This is an optimization exercise on Yosys and OpenROAD, whose aim is small area, a short achievable clock period and few clock cycles, not a production implementation.
The RTL was checked by simulation tests, not by an equivalence proof against the original design.
Power figures rest on the tool's default switching activity, not on a simulated workload.

Design prf_frame_codec, start of the top module:
module prf_frame_codec (
    input  wire        clk,
    input  wire        rst,
    input  wire        in_valid,
    output wire        in_ready,
    input  wire [1:0]  in_op,
    input  wire [4:0]  in_kind,
    input  wire [31:0] in_data,
    input  wire [2:0]  in_nbytes,
    input  wire        in_last,
    output reg         rsp_valid,
    input  wire        rsp_ready,
    output reg  [1:0]  rsp_status,
    output wire [31:0] rsp_crc,
    output wire [31:0] rsp_rcv,
    output wire [15:0] rsp_expected,
    output wire [15:0] rsp_actual
);
    localparam [1:0] OP_CRC32  = 2'd1;
    localparam [1:0] OP_DECODE = 2'd3;
    localparam [1:0] ST_OK       = 2'd0;
    localparam [1:0] ST_SIZE     = 2'd1;
    localparam [1:0] ST_CHECKSUM = 2'd2;
    reg        sk_v;
    reg [31:0] sk_data;
    reg [2:0]  sk_nb;
    reg        sk_last;
    reg [1:0]  sk_op;
    reg [4:0]  sk_kind;
    reg in_rdy;             
    assign in_ready = in_rdy;
    wire take = in_valid && in_rdy;
    wire [31:0] s_data = sk_v ? sk_data : in_data;
    wire [2:0]  s_nb   = sk_v ? sk_nb   : in_nbytes;
    wire        s_last = sk_v ? sk_last : in_last;
    wire [1:0]  s_op   = sk_v ? sk_op   : in_op;
    wire [4:0]  s_kind = sk_v ? sk_kind : in_kind;
    reg        q_v;
    reg [31:0] q_data;
    reg [2:0]  q_nb;
    reg        q_last;
    reg        q_first;
    reg [4:0]  q_k;         
    reg [4:0]  q_kc;        
    reg [4:0]  q_kf;        
    reg        first_n;     
    reg [3:0]  left;        
    reg        tx_chk;      
    reg        tx_dec;      
    reg [4:0]  tx_exp;      
    reg [4:0] s_size;
    reg [4:0] s_bsz;
    reg [4:0] s_k0;
    reg [3:0] s_rest;
    always @(*) begin
        case (s_kind)
            5'd0:  begin s_size = 5'd12; s_bsz = 5'd8; s_k0 = 5'b10000; s_rest = 4'd4; end
            5'd1:  begin s_size = 5'd11; s_bsz = 5'd7; s_k0 = 5'b10000; s_rest = 4'd3; end
            5'd2:  begin s_size = 5'd14; s_bsz = 5'd10; s_k0 = 5'b10000; s_rest = 4'd6; end
            5'd3:  begin s_size = 5'd13; s_bsz = 5'd9; s_k0 = 5'b10000; s_rest = 4'd5; end
  ...
Size: ~1000 cells after synthesis, roughly 150 I/O pins.
clock: 10.0 ns
lec_check: 0
cap_margin: 20
core_margin: 2
core_utilization: 40
slew_margin: 20
standard.sh (not shown) runs the stock make flow with config.mk's settings and CLKGATE_MAP_FILE= SYNTH_SCRIPT=/design/flow/synth_recipe.tcl, a recipe that flattens the netlist after the stock synthesis.
==> flow/flow/run.sh <==
#!/bin/bash
# Layout: the standard ORFS flow (standard.sh), with plain buffers on the
# ports and timing repair aimed below the clock period.
set -euo pipefail
source flow/settings.sh
bash standard.sh "${EXTRA[@]}" finish > make_finish.log 2>&1
==> flow/flow/settings.sh <==
EXTRA=(
  "BUFFER_PORTS_ARGS=-buffer_cell sky130_fd_sc_hd__buf_1"
  "SETUP_SLACK_MARGIN=6.9"
  "TNS_END_PERCENT=0"
  "CTS_BUF_LIST=sky130_fd_sc_hd__clkbuf_8"
)
Testbench counts at the start, summed over its fixed seeds: cycles 12,333.
Change:
==> flow/flow/settings.sh (replaced) <==
EXTRA=(
  "BUFFER_PORTS_ARGS=-buffer_cell sky130_fd_sc_hd__buf_1"
  "SETUP_SLACK_MARGIN=7.05"
  "TNS_END_PERCENT=0"
)
Final area increases by 6.2%.
Area after synthesis stays the same.
Core utilization increases by 2.9 points.
Total power increases by 5.9%.
Via count increases by 2.7%.
Critical path depth increases by 7.
Final cell count increases by 3.4%.
Non-clock buffer count increases by 54.
Change:
==> flow/flow/settings.sh (replaced) <==
EXTRA=(
  "BUFFER_PORTS_ARGS=-buffer_cell sky130_fd_sc_hd__buf_2"
  "SETUP_SLACK_MARGIN=7.05"
  "TNS_END_PERCENT=0"
)
- design area stays flat
- clock power increases by 3.9%
- final cell count decreases by 0.90%
- synthesized cell count does not change
Change:
==> flow/flow/settings.sh (replaced) <==
EXTRA=(
  "BUFFER_PORTS_ARGS=-buffer_cell sky130_fd_sc_hd__buf_2"
  "SETUP_SLACK_MARGIN=6.9"
  "TNS_END_PERCENT=0"
  "CTS_BUF_LIST=sky130_fd_sc_hd__clkbuf_8"
)
Outcome:
- wire length decreases by a few percent
- sequential power increases by roughly a tenth
- cell area decreases by a few percent
- area after synthesis is unchanged
- global-route usage decreases by 0.70 points
- setup slack got worse by 260 ps
- critical path depth is unchanged
- utilization decreases by 3.0 points

==> afterwards: timing with drivers on the ports <==
How much do the figures lean on ideal ports? The routed layouts below were timed once more, with nothing changed but the port constraints.
Step 1 assumes that a clkbuf_16 drives the clock port and a buf_2 every other input.
Step 2, shift: input delay + t, output delay - t, t = (earliest + latest rising clock arrival at the registers) / 2. This alone moves slack from input paths to output paths.
a / b / c = no drivers / after step 1 / after step 2; a / b = the first two.
run	t, ns	slack for setup (ns)	hold slack, ns
the first run	0.526	6.683 / 6.635 / 6.263	0.486 / 0.486 / 0.486
the second run	0.491	6.889 / 6.852 / 6.418	0.479 / 0.479 / 0.479
the third run	0.486	6.885 / 6.850 / 6.429	0.475 / 0.475 / 0.475
the fourth run	0.522	6.629 / 6.618 / 6.210	0.481 / 0.481 / 0.481
After both steps setup and hold are still met in every run listed. For the second run, which loses most, drivers alone change the setup slack by -0.037 ns; drivers and shift together by -0.471 ns.
